This is an optimization exercise on Yosys and OpenROAD, whose aim is a short achievable clock period and few clock cycles, not a production implementation.
No driver is modelled on the clock port, so clock power and skew are understated where the tree is cut down; a real chip needs a root buffer or a tree.
Power and IR drop assume default switching activity.

indigo:
==> module mnp_txf, before the edit <==
module mnp_txf (
    input  wire       clk,
    input  wire       rst,
    input  wire       in_valid,
    output reg        in_ready,
    input  wire       in_end,
    input  wire [7:0] in_data,
    output reg        out_valid,
    input  wire       out_ready,
    output reg  [7:0] out_data
);
    localparam [7:0] SYN = 8'h16, DLE = 8'h10, STX = 8'h02, ETX = 8'h03;
    localparam integer S_IDLE = 0, S_DLE = 1, S_STX = 2, S_DATA = 3,
                       S_STUFF = 4, S_ETX = 5, S_FCSLO = 6, S_FCSHI = 7;
    localparam integer EW = 1 + 1 + 8 + 3;   
    reg          ih_v, is_v;
    reg [EW-1:0] ih, is;
    wire [EW-1:0] e_in = {in_end, (!in_end && in_data == DLE), in_end ? DLE : in_data,
                          !in_end && (^in_data[3:0]),
                          !in_end && (^in_data[6:4]),
                          !in_end && (^in_data[7:4])};
    wire        h_end = ih[12];
    wire        h_dle = ih[11];
    wire [7:0]  h_oct = ih[10:3];
    wire        h_pl  = ih[2];
    wire        h_ph7 = ih[1];
    wire        h_ph  = ih[0];
    wire accept = in_valid && !is_v;
    reg [7:0]  st;
    reg        st_w;       
    reg [7:0]  k_oct;      
    reg        ov;         
    wire advance    = !ov || out_ready;
    wire core_valid = !st_w || ih_v;
    wire go  = core_valid && advance;
    wire pop = st[S_DATA] && ih_v && advance;    
    reg         c_clr, c_stp;
    reg  [15:0] c_dv;
    reg         c_ds, c_dh;
    wire [7:0]  h_c   = h_end ? ETX : h_oct;    
    wire        h_pd  = h_pl ^ h_ph;
    wire        h_pd7 = h_pl ^ h_ph7;
    wire [15:0] h_dv  = {h_pd, h_pd7,
                         h_c[6] ^ h_c[7], h_c[5] ^ h_c[6], h_c[4] ^ h_c[5],
                         h_c[3] ^ h_c[4], h_c[2] ^ h_c[3], h_c[1] ^ h_c[2],
                         h_c[0] ^ h_c[1], h_c[0],
                         5'b00000,
                         h_pd};
    wire [15:0] crc;
    mnp_crc_reg u_crc (.clk(clk), .clr(c_clr), .stp(c_stp), .dv(c_dv), .ds(c_ds), .dh(c_dh),
                       .crc(crc));
    always @(posedge clk) begin
        c_clr <= go && st[S_IDLE];
        c_stp <= pop;
        c_dv  <= h_dv;
        c_ds  <= h_pd ^ h_c[1];
        c_dh  <= h_c[1];
    end
    wire [7:0] core_out = k_oct |
                          ({8{st[S_DATA]}}  & h_oct) |
                          ({8{st[S_FCSLO]}} & crc[7:0]) |
                          ({8{st[S_FCSHI]}} & crc[15:8]);
    always @(posedge clk) begin
        if (rst) begin
            ih_v     <= 1'b0;
            is_v     <= 1'b0;
        end else if (pop || !ih_v) begin
            ih_v     <= is_v || accept;
            is_v     <= 1'b0;
        end else if (accept) begin
            is_v     <= 1'b1;
        end
    end
    always @(posedge clk) begin
        in_ready <= rst || pop || !ih_v || !(is_v || accept);
    end
    wire          h_load = pop || !ih_v;
    wire [EW-1:0] h_next = ({EW{!h_load}} & ih) |
                           ({EW{h_load && is_v}} & is) |
                           ({EW{h_load && !is_v}} & e_in);
    always @(posedge clk) begin
        ih <= h_next;
        if (!h_load && accept)
            is <= e_in;
    end
    always @(posedge clk) begin
        if (rst) begin
            st    <= 8'b0000_0001;
            st_w  <= 1'b1;
            k_oct <= SYN;
        end else if (go) begin
            st    <= 8'b0000_0000;
            st_w  <= 1'b0;
            k_oct <= 8'h00;
            case (1'b1)
                st[S_IDLE]:  begin st[S_DLE] <= 1'b1; k_oct <= DLE; end
                st[S_DLE]:   begin st[S_STX] <= 1'b1; k_oct <= STX; end
                st[S_STX]:   begin st[S_DATA] <= 1'b1; st_w <= 1'b1; end
                st[S_DATA]: begin
                    if (h_end)      begin st[S_ETX]   <= 1'b1; k_oct <= ETX; end
                    else if (h_dle) begin st[S_STUFF] <= 1'b1; k_oct <= DLE; end
                    else            begin st[S_DATA]  <= 1'b1; st_w <= 1'b1; end
                end
                st[S_STUFF]: begin st[S_DATA] <= 1'b1; st_w <= 1'b1; end
                st[S_ETX]:   st[S_FCSLO] <= 1'b1;
                st[S_FCSLO]: st[S_FCSHI] <= 1'b1;
                st[S_FCSHI]: begin st[S_IDLE] <= 1'b1; st_w <= 1'b1; k_oct <= SYN; end
                default:     begin st[S_IDLE] <= 1'b1; st_w <= 1'b1; k_oct <= SYN; end
            endcase
        end
    end
    reg [7:0] oc;
    always @(posedge clk) begin
        if (rst)
            ov <= 1'b0;
        else if (advance)
            ov <= core_valid;
        if (rst)
            out_valid <= 1'b0;
        else if (!out_valid || out_ready)
            out_valid <= core_valid;
        if (go)
            oc <= core_out;
        out_data <= advance ? core_out : oc;
    end
endmodule
Settings: LEC_CHECK=0, ABC_CLOCK_PERIOD_IN_PS=1000, CAP_MARGIN=20, CORE_MARGIN=2, CORE_UTILIZATION=40, GPL_TIMING_DRIVEN=1, PLACE_DENSITY=0.6, SETUP_SLACK_MARGIN=2.4, SLEW_MARGIN=20, TNS_END_PERCENT=100; clock period 3.5 ns.
standard.sh (not shown) runs the stock make flow with config.mk's settings and CLKGATE_MAP_FILE= SYNTH_SCRIPT=/design/flow/synth_recipe.tcl, a recipe that flattens the netlist after the stock synthesis.
==> flow/flow/run.sh <==
#!/bin/bash
# The standard layout, except that the clock tree is built by
# cts_manual.tcl (a copy of ORFS cts.tcl with a shallow manual tree: port ->
# 4 root buffers -> leaf buffers -> registers) instead of TritonCTS.
set -euo pipefail
here=$(pwd)
export MT_DIR=$here/flow
export MT_LEAVES=${MT_LEAVES:-14}
export MT_ROOTS=${MT_ROOTS:-4}
bash standard.sh synth floorplan place > std_place.log 2>&1
bash standard.sh run RUN_SCRIPT=$here/flow/cts_manual.tcl > cts_manual.log 2>&1
res=$here/orfs/results/sky130hd/mnp_codec/base
test -f $res/4_1_cts.odb
test -f $res/4_cts.sdc
bash standard.sh finish > std_finish.log 2>&1
Other scripts of this flow, unchanged in this note and not shown: flow/flow/cts_manual.tcl, flow/flow/manual_tree.tcl
--- input diff indigo..sierra ---
--- a/flow/design.v
+++ b/flow/design.v
@@ -147,37 +147,34 @@
     wire [EW-1:0] h_next = ({EW{!h_load}} & ih) |
                            ({EW{h_load && is_v}} & is) |
                            ({EW{h_load && !is_v}} & e_in);
     always @(posedge clk) begin
         ih <= h_next;
-        if (!h_load && accept)
+        if (!is_v)           
             is <= e_in;
     end
+    wire s_data  = st[S_DATA] && !h_end && !h_dle;
+    wire s_stuff = st[S_DATA] && h_dle;
+    wire s_etx   = st[S_DATA] && h_end;
+    wire [7:0] st_n = go ? {st[S_FCSLO], st[S_ETX], s_etx, s_stuff,
+                            st[S_STX] || st[S_STUFF] || s_data,
+                            st[S_DLE], st[S_IDLE], st[S_FCSHI]}
+                         : st;
+    wire [7:0] k_n = go ? (({8{st[S_IDLE] || s_stuff}} & DLE) |
+                           ({8{st[S_DLE]}}             & STX) |
+                           ({8{s_etx}}                 & ETX) |
+                           ({8{st[S_FCSHI]}}           & SYN))
+                        : k_oct;
     always @(posedge clk) begin
         if (rst) begin
             st    <= 8'b0000_0001;
             st_w  <= 1'b1;
             k_oct <= SYN;
-        end else if (go) begin
-            st    <= 8'b0000_0000;
-            st_w  <= 1'b0;
-            k_oct <= 8'h00;
-            case (1'b1)
-                st[S_IDLE]:  begin st[S_DLE] <= 1'b1; k_oct <= DLE; end
-                st[S_DLE]:   begin st[S_STX] <= 1'b1; k_oct <= STX; end
-                st[S_STX]:   begin st[S_DATA] <= 1'b1; st_w <= 1'b1; end
-                st[S_DATA]: begin
-                    if (h_end)      begin st[S_ETX]   <= 1'b1; k_oct <= ETX; end
-                    else if (h_dle) begin st[S_STUFF] <= 1'b1; k_oct <= DLE; end
-                    else            begin st[S_DATA]  <= 1'b1; st_w <= 1'b1; end
-                end
-                st[S_STUFF]: begin st[S_DATA] <= 1'b1; st_w <= 1'b1; end
-                st[S_ETX]:   st[S_FCSLO] <= 1'b1;
-                st[S_FCSLO]: st[S_FCSHI] <= 1'b1;
-                st[S_FCSHI]: begin st[S_IDLE] <= 1'b1; st_w <= 1'b1; k_oct <= SYN; end
-                default:     begin st[S_IDLE] <= 1'b1; st_w <= 1'b1; k_oct <= SYN; end
-            endcase
+        end else begin
+            st    <= st_n;
+            st_w  <= st_n[S_IDLE] || st_n[S_DATA];
+            k_oct <= k_n;
         end
     end
     reg [7:0] oc;
     always @(posedge clk) begin
         if (rst)
## What came out
Delta (sierra minus indigo): worst setup skew after layout essentially unchanged, number of sequential storage elements increased about 0.34%.
Diff indigo -> sierra | design area | up slightly
Looking at first-pass GRT wire length across indigo and sierra, the one that comes out higher is indigo.
~same hold slack in indigo and sierra
Summary — layout cell share with drive strength beyond 1, sierra relative to indigo: higher, by 1.2 points.
sierra — portion of total power attributed to sequential cells 0.3 points lower, indigo as reference
Weighted congestion reported at the end of routability-driven placement: indigo and sierra compared, higher one is sierra
Against indigo, routed wire length in sierra rose slightly.
No functional check of the RTL was part of any run of this note. No run of this note takes its clock network from TritonCTS; it comes from the design's own scripts or RTL.

-- afterwards: timing with drivers on the ports --
The results above use ideal ports. As a check the final layouts listed here were re-extracted and re-timed, cells and wires unchanged.
Step 1 assumes that a clkbuf_16 drives the clock port and a buf_2 every other input.
Step 2 moves the port delays by t, midway between the first and last clock arrival at a register: inputs arrive t later, outputs are due t later. That takes back most of the time a late clock gives input paths.
a / b / c = no drivers / after step 1 / after step 2; a / b = the first two.
run | shift t [ns] | setup WS [ns] | worst hold slack (ns) | latest minus earliest clock arrival (ns)
indigo | 0.399 | 1.954 / 1.920 / 1.618 | 0.318 / 0.318 / 0.318 | 0.026 / 0.026
sierra | 0.394 | 2.009 / 1.915 / 1.698 | 0.320 / 0.320 / 0.320 | 0.025 / 0.025
After both steps setup and hold are still met in every run listed. For indigo, which loses most, drivers alone change the setup slack by -0.034 ns; drivers and shift together by -0.336 ns.
